This is an optimization exercise on Yosys and OpenROAD, whose aim is small area, a short achievable clock period and few clock cycles per item, not a production implementation.
The RTL was checked by simulation tests, not by an equivalence proof against the original design.

==> inputs of 02-22 <==
// elephant_diffuser
module elephant_diffuser (
    input  wire         clk,
    input  wire         rst,
    input  wire         cmd_valid,
    output wire         cmd_ready,
    input  wire         cmd_inv,
    input  wire [2:0]   cmd_nblk,
    input  wire [255:0] cmd_tweak,
    input  wire         in_valid,
    output wire         in_ready,
    input  wire [31:0]  in_data,
    output wire         out_valid,
    input  wire         out_ready,
    output wire [31:0]  out_data
);
Settings: LEC_CHECK=0, ABC_AREA=1, ABC_CLOCK_PERIOD_IN_PS=10000, CAP_MARGIN=20, CORE_MARGIN=2, CORE_UTILIZATION=50, SETUP_SLACK_MARGIN=1.0, SLEW_MARGIN=20; clock period 14.0 ns.
standard.sh (not shown) runs the stock make flow with config.mk's settings and CLKGATE_MAP_FILE= SYNTH_SCRIPT=/design/flow/synth_recipe.tcl, a recipe that flattens the netlist after the stock synthesis.
==> flow/flow/run.sh <==
#!/bin/bash
# Layout flow: the standard flow (standard.sh), synthesis unchanged, with
# these changes to how the layout is made; the constraints (constraint.sdc)
# are used as they are:
#  - buffer_ports inserts sky130_fd_sc_hd__buf_2 port buffers instead of the
#    default delay-cell buffers;
#  - the resizer's timing repair aims for paths well inside the clock period
#    (SETUP_SLACK_MARGIN) and may resize any cell (MATCH_CELL_FOOTPRINT=0).
# Each step's full output goes to a log of its own in this folder.
set -euo pipefail
bash standard.sh synth > synth.log 2>&1
bash standard.sh finish \
  "BUFFER_PORTS_ARGS=-buffer_cell sky130_fd_sc_hd__buf_2" \
  SETUP_SLACK_MARGIN=10.1 \
  MATCH_CELL_FOOTPRINT=0 > layout.log 2>&1
==> 06-23: changes against 02-22 <==
==> flow/design.v (replaced) <==
module elephant_diffuser (
    input  wire         clk,
    input  wire         rst,
    input  wire         cmd_valid,
    output wire         cmd_ready,
    input  wire         cmd_inv,
    input  wire [2:0]   cmd_nblk,
    input  wire [255:0] cmd_tweak,
    input  wire         in_valid,
    output wire         in_ready,
    input  wire [31:0]  in_data,
    output wire         out_valid,
    input  wire         out_ready,
    output wire [31:0]  out_data
);
    reg        s_idle, s_load, s_comp, s_out;
    reg        inv;           
    reg  [2:0] nb;            
    reg        l4, l8;        
    reg  [6:0] th;            
    reg  [4:0] k;             
    reg  [4:0] m;             
    reg  [2:0] tp;            
    reg  [6:0] cnt;           
    reg        sb;            
    reg        first;         
    reg  [1:0] la;            
    reg        cmd_rdy_r, in_rdy_r, ov;
    reg [31:0] out_r;
    reg [31:0] p  [0:31];     
    reg [31:0] tw [0:7];      
    wire [4:0] last = {nb, 2'b11};
    assign cmd_ready = cmd_rdy_r;
    assign in_ready  = in_rdy_r;
    assign out_valid = ov;
    assign out_data  = out_r;
    wire acc   = cmd_valid & cmd_rdy_r;
    wire xfer  = in_valid & in_rdy_r;
    wire [2:0]  tdiff = tp - k[2:0];
    wire        t_ok  = (tdiff[1:0] == 2'b00);
    wire [31:0] salt  = (tdiff[2] ? tw[4] : tw[0]) ^ {27'd0, k};
    wire c_fw  = s_comp & ~inv;
    wire c_iv  = s_comp & inv;
    wire big   = ~l4;
    function [31:0] rotl;
        input [31:0] x;
        input integer r;
        rotl = (x << r) | (x >> (32 - r));
    endfunction
    reg so_t2, so_t5, so_n3, so_n7, so_n0;
    reg so_f0a, so_f0b, so_f10, so_f2, so_f1a, so_f1b, so_f3;
    reg se_t2, se_t6, se_n4, se_n8, se_n0;
    reg se_f1, se_f11a, se_f11b, se_f3a, se_f3b;
    reg ninv_o, ninv_e;
    wire [31:0] tgt_o  = ({32{so_t2}} & p[2]) | ({32{so_t5}} & p[5]);
    wire [31:0] near_o = ({32{so_n3}} & p[3]) | ({32{so_n7}} & p[7]) | ({32{so_n0}} & p[0]);
    wire [31:0] far_o  = ({32{so_f0a}} & rotl(p[0], 10))
                       | ({32{so_f0b}} & rotl(p[0], 25))
                       | ({32{so_f10}} & p[10])
                       | ({32{so_f2}}  & p[2])
                       | ({32{so_f1a}} & rotl(p[1], 10))
                       | ({32{so_f1b}} & rotl(p[1], 25))
                       | ({32{so_f3}}  & p[3]);
    wire [31:0] tgt_e  = ({32{se_t2}} & p[2]) | ({32{se_t6}} & p[6]);
    wire [31:0] near_e = ({32{se_n4}} & p[4]) | ({32{se_n8}} & p[8]) | ({32{se_n0}} & p[0]);
    wire [31:0] far_e  = ({32{se_f1}}   & p[1])
                       | ({32{se_f11a}} & rotl(p[11], 9))
                       | ({32{se_f11b}} & rotl(p[11], 13))
                       | ({32{se_f3a}}  & rotl(p[3], 9))
                       | ({32{se_f3b}}  & rotl(p[3], 13));
    wire [31:0] d_o = near_o ^ far_o ^ {32{ninv_o}};
    wire [31:0] d_e = near_e ^ far_e ^ {32{ninv_e}};
    wire [32:0] s_o = {tgt_o, 1'b1} + {d_o, ninv_o};
    wire [32:0] s_e = {tgt_e, 1'b1} + {d_e, ninv_e};
    wire [31:0] res_o = s_o[32:1];
    wire [31:0] res_e = s_e[32:1];
    reg  mD2, mU2, mD1, mU1;
    reg  [6:0] wD2, nD2;           
    wire r4i = c_iv & l4;                  
    wire r4o = la[0];                      
    wire ins_f  = xfer & ~inv & big;       
    wire ins_i  = xfer &  inv & big;
    wire ins_f4 = xfer & ~inv & l4;
    wire ins_i4 = xfer &  inv & l4;
    wire [31:0] in_s = in_data ^ salt;
    reg [31:0] top1, top2;
    always @* begin
        case (nb)
        3'd0: begin top1 = p[3];  top2 = p[2];  end
        3'd1: begin top1 = p[7];  top2 = p[6];  end
        3'd2: begin top1 = p[11]; top2 = p[10]; end
        3'd3: begin top1 = p[15]; top2 = p[14]; end
        3'd4: begin top1 = p[19]; top2 = p[18]; end
        3'd5: begin top1 = p[23]; top2 = p[22]; end
        3'd6: begin top1 = p[27]; top2 = p[26]; end
        default: begin top1 = p[31]; top2 = p[30]; end
        endcase
    end
    reg [31:0] pn [0:31];
    integer j;
    always @* begin
        pn[0] = ({32{mU1}} & top1) | ({32{mU2 & ~l8}} & top2) | ({32{mU2 & l8}} & res_e)
              | ({32{mD2}} & p[2]) | ({32{mD1}} & p[1]);
        pn[1] = ({32{mU1}} & p[0]) | ({32{mU2}} & top1) | ({32{mD2}} & p[3])
              | ({32{mD1 & r4o}} & res_o) | ({32{mD1 & ~r4o}} & res_e);
        pn[2] = ({32{mU1 & ~ins_f4}} & p[1]) | ({32{ins_f4}} & in_s) | ({32{mU2}} & p[0])
              | ({32{mD2}} & p[4]) | ({32{mD1}} & p[3]);
        pn[3] = ({32{mU1 & ~ins_i4 & ~r4i}} & p[2]) | ({32{ins_i4}} & in_data)
              | ({32{(r4i & r4o) | mD2}} & res_o) | ({32{r4i & ~r4o}} & res_e)
              | ({32{mU2}} & p[1]) | ({32{mD1}} & p[0]);
        pn[4] = ({32{mU1}} & p[3]) | ({32{mU2}} & p[2]) | ({32{mD2}} & res_e);
        pn[5] = ({32{mU1 & ~ins_f}} & p[4]) | ({32{ins_f}} & in_s) | ({32{mU2}} & p[3])
              | ({32{mD2}} & p[7]);
        pn[6] = ({32{mU1}} & p[5]) | ({32{mU2}} & p[4])
              | ({32{mD2 & ~l8}} & p[8]) | ({32{mD2 & l8}} & p[0]);
        pn[7] = ({32{mU1 & ~ins_i}} & p[6]) | ({32{ins_i}} & in_data) | ({32{mU2}} & res_o)
              | ({32{mD2 & ~l8}} & p[9]) | ({32{mD2 & l8}} & p[1]);
        pn[8] = ({32{mU1}} & p[7]) | ({32{mU2}} & res_e) | ({32{mD2}} & p[10]);
        for (j = 9; j < 32; j = j + 1) begin
            if (j >= 30)
                pn[j] = ({32{mU1}} & p[j-1]) | ({32{mU2}} & p[j-2]) | ({32{mD2}} & p[j-30]);
            else if ((j % 4) >= 2)
                pn[j] = ({32{mU1}} & p[j-1]) | ({32{mU2}} & p[j-2])
                      | ({32{nD2[(j+2)/4-1]}} & p[j+2])
                      | ({32{wD2[(j+2)/4-1]}} & p[j%2]);
            else
                pn[j] = ({32{mU1}} & p[j-1]) | ({32{mU2}} & p[j-2]) | ({32{mD2}} & p[j+2]);
        end
    end
    always @(posedge clk) begin
        for (j = 0; j < 32; j = j + 1)
            p[j] <= pn[j];
    end
    always @(posedge clk) begin
        for (j = 0; j < 8; j = j + 1)
            tw[j] <= cmd_rdy_r ? cmd_tweak[32*j +: 32] : tw[(j + 1) % 8];
    end
    reg [31:0] otap;
    always @* begin
        case ({l4, inv})
        2'b00: otap = p[4];
        2'b01: otap = p[6];
        2'b10: otap = p[1];
        default: otap = p[2];
        endcase
    end
    wire o_free = ~ov | out_ready;
    wire o_load = s_out & (m == 5'd0) & (t_ok | ~inv) & o_free;
    always @(posedge clk) begin
        if (o_load)
            out_r <= inv ? (otap ^ salt) : otap;
    end
    wire [4:0] m_inc = (m == last) ? 5'd0 : m + 5'd1;
    wire       c_end = (cnt == 7'd0);
    wire [6:0] len_b = l4 ? 7'd19 : ({4'd0, nb} + 7'd1) * 7'd10 - 7'd1;
    wire [6:0] len_a = l4 ? 7'd11 : ({4'd0, nb} + 7'd1) * 7'd6 - 7'd1;
    reg        nx_load;
    reg  [4:0] nx_k, nx_m;
    reg  [2:0] nx_tp;
    reg        nx_inv;
    always @* begin
        nx_load = s_load;
        nx_k    = k;
        nx_m    = m;
        nx_tp   = tp + 3'd1;
        nx_inv  = inv;
        if (s_idle & acc) begin
            nx_load = 1'b1;
            nx_k    = 5'd0;
            nx_m    = 5'd0;
            nx_tp   = 3'd0;
            nx_inv  = cmd_inv;
        end else if (s_load) begin
            if (xfer) begin
                nx_k = k + 5'd1;
                nx_m = 5'd0;
                if (k == last) nx_load = 1'b0;
            end else begin
                nx_m = m_inc;
            end
        end
    end
    wire [2:0] nx_td = nx_tp - nx_k[2:0];
    always @(posedge clk) begin
        if (rst) begin
            s_idle    <= 1'b1;
            s_load    <= 1'b0;
            s_comp    <= 1'b0;
            s_out     <= 1'b0;
            cmd_rdy_r <= 1'b1;
            in_rdy_r  <= 1'b0;
            ov        <= 1'b0;
        end else begin
            in_rdy_r <= nx_load & (nx_m == 5'd0) & (nx_inv | (nx_td[1:0] == 2'b00));
            if (ov & out_ready) ov <= 1'b0;
            if (o_load) ov <= 1'b1;
            if (s_idle & acc) begin
                s_idle    <= 1'b0;
                s_load    <= 1'b1;
                cmd_rdy_r <= 1'b0;
            end
            if (s_load & xfer & (k == last)) begin
                s_load <= 1'b0;
                s_comp <= 1'b1;
            end
            if (s_comp & c_end & ~first) begin
                s_comp <= 1'b0;
                s_out  <= 1'b1;
            end
            if (o_load & (k == last)) begin
                s_out     <= 1'b0;
                s_idle    <= 1'b1;
                cmd_rdy_r <= 1'b1;
            end
        end
        begin : moves
            reg nc;
            nc = (s_comp & ~(c_end & ~first)) | (s_load & xfer & (k == last));
            mD2 <= nc & ~inv & ~l4;
            mU2 <= nc &  inv & ~l4;
            mD1 <= nc & ~inv &  l4;
            mU1 <= ~(nc & ~(inv & l4));
            for (j = 0; j < 7; j = j + 1) begin
                wD2[j] <= nc & ~inv & ~l4 &  th[j];
                nD2[j] <= nc & ~inv & ~l4 & ~th[j];
            end
        end
        begin : selects
            reg       nsb, nln;
            reg [1:0] nla;
            nsb = sb;
            nla = la;
            if (s_load & xfer & (k == last)) begin
                nsb = ~inv;
                nla = inv ? {1'b0, ~l4} : 2'd3;
            end
            if (s_comp) begin
                nla = l4 ? (inv ? la + 2'd1 : la - 2'd1) : la + 2'd2;
                if (c_end) nsb = ~sb;
            end
            nln = nla[1];
            so_t2  <= l4;
            so_t5  <= ~l4;
            so_n3  <= ~l4 & nsb;
            so_n7  <= ~l4 & ~nsb;
            so_n0  <= l4;
            so_f0a <= ~l4 & nsb & ~nln;
            so_f0b <= ~l4 & nsb & nln;
            so_f10 <= ~l4 & ~nsb & ~l8;
            so_f2  <= ~nsb & l8;
            so_f1a <= l4 & nsb & ~nln;
            so_f1b <= l4 & nsb & nln;
            so_f3  <= l4 & ~nsb;
            se_t2  <= l4;
            se_t6  <= ~l4;
            se_n4  <= ~l4 & nsb;
            se_n8  <= ~l4 & ~nsb & ~l8;
            se_n0  <= l4 | (~nsb & l8);
            se_f1  <= nsb;
            se_f11a <= ~nsb & ~l4 & ~l8 & ~nln;
            se_f11b <= ~nsb & ~l4 & ~l8 & nln;
            se_f3a <= ~nsb & (l4 | l8) & ~nln;
            se_f3b <= ~nsb & (l4 | l8) & nln;
            ninv_o <= ~inv;
            ninv_e <= ~inv;
        end
        k  <= nx_k;
        m  <= nx_m;
        tp <= nx_tp;
        if (s_idle) begin
            inv <= cmd_inv;
            nb  <= cmd_nblk;
            l4  <= (cmd_nblk == 3'd0);
            l8  <= (cmd_nblk == 3'd1);
            for (j = 0; j < 7; j = j + 1)
                th[j] <= (cmd_nblk <= j);
        end
        if (s_load & xfer & (k == last)) begin
            sb    <= ~inv;
            first <= 1'b1;
            cnt   <= inv ? len_a : len_b;
            la    <= inv ? {1'b0, ~l4} : 2'd3;
        end
        if (s_comp) begin
            la  <= l4 ? (inv ? la + 2'd1 : la - 2'd1) : la + 2'd2;
            cnt <= cnt - 7'd1;
            if (c_end) begin
                first <= 1'b0;
                sb    <= ~sb;
                cnt   <= sb ? len_a : len_b;
            end
        end
        if (s_comp & c_end & ~first) begin
            k <= 5'd0;
            m <= 5'd0;
        end
        if (s_out) begin
            if (o_load) begin
                k <= k + 5'd1;
                m <= 5'd0;
            end else begin
                m <= m_inc;
            end
        end
    end
endmodule
==> flow/run.sh (new file) <==
#!/bin/bash
# synth_recipe.tcl (not shown) runs the flow's synth.tcl, then flattens the netlist and writes it again
# the make line also repeats each setting of config.mk as NAME=value (left out here)
make -C /OpenROAD-flow-scripts/flow DESIGN_CONFIG=/design/flow/config.mk WORK_HOME=/design/flow/orfs CLKGATE_MAP_FILE= SYNTH_SCRIPT=/design/flow/synth_recipe.tcl finish
--- a/flow/config.mk
+++ b/flow/config.mk
@@ -7,8 +7,8 @@
 export LEC_CHECK = 0
 export ABC_AREA = 1
 export ABC_CLOCK_PERIOD_IN_PS = 10000
 export CAP_MARGIN = 20
 export CORE_MARGIN = 2
-export CORE_UTILIZATION = 50
+export CORE_UTILIZATION = 55
 export SETUP_SLACK_MARGIN = 1.0
 export SLEW_MARGIN = 20
removed: flow/flow/run.sh
removed: flow/standard.sh
==> key figures <==
Yosys
  – Cell area after synthesis: roughly 0.069 mm^2

Timing
  – Slew HR: 10.26%
  – Final cycle utilization of the critical path: 30.59%

Die
  – Core Rows: 136

Outcome
  – Run status: no timing/DRC/antenna violations

Clocking
  – Clock latency reported for the late side of the worst-skew pair: between 0.8 and 0.9 ns
[end of results for 02-22]
==> key figures <==
Timing
  – Final cycle utilization of the critical path: a little under two fifths
  – Slew HR: 12.91%

Yosys
  – Cell area after synthesis: 0.06751 mm^2

Outcome
  – Run status: no timing/DRC/antenna violations
[end of results for 06-23]
Testbench counts of 02-22, summed over its fixed seeds: cycles 42,860, units 384.
Testbench counts of 06-23, summed over its fixed seeds: cycles 44,232, units 384.

## separate check: timing with driven ports
In the flow no input, the clock included, has a driving cell. The finished layouts below were timed again as built, in two steps.
Step 1: set_driving_cell puts a clkbuf_16 on clk and a buf_2 on each other input, an assumption about the parent block.
Step 2 times the ports against the registers' clock, not the clock port: input delays grow and output delays shrink by t, the midpoint of the rising clock arrivals with the driver on.
a / b / c = ideal ports / drivers / drivers and shift; a / b = the first two.
run	t (ns)	setup WS [ns]	worst setup path after step 2
02-22	0.881	9.717 / 9.635 / 9.582	input to register
06-23	0.912	8.736 / 8.789 / 7.877	input to register
After both steps every run listed still meets setup and hold. For 06-23, which loses most, drivers alone change the setup slack by +0.053 ns; drivers and shift together by -0.859 ns.
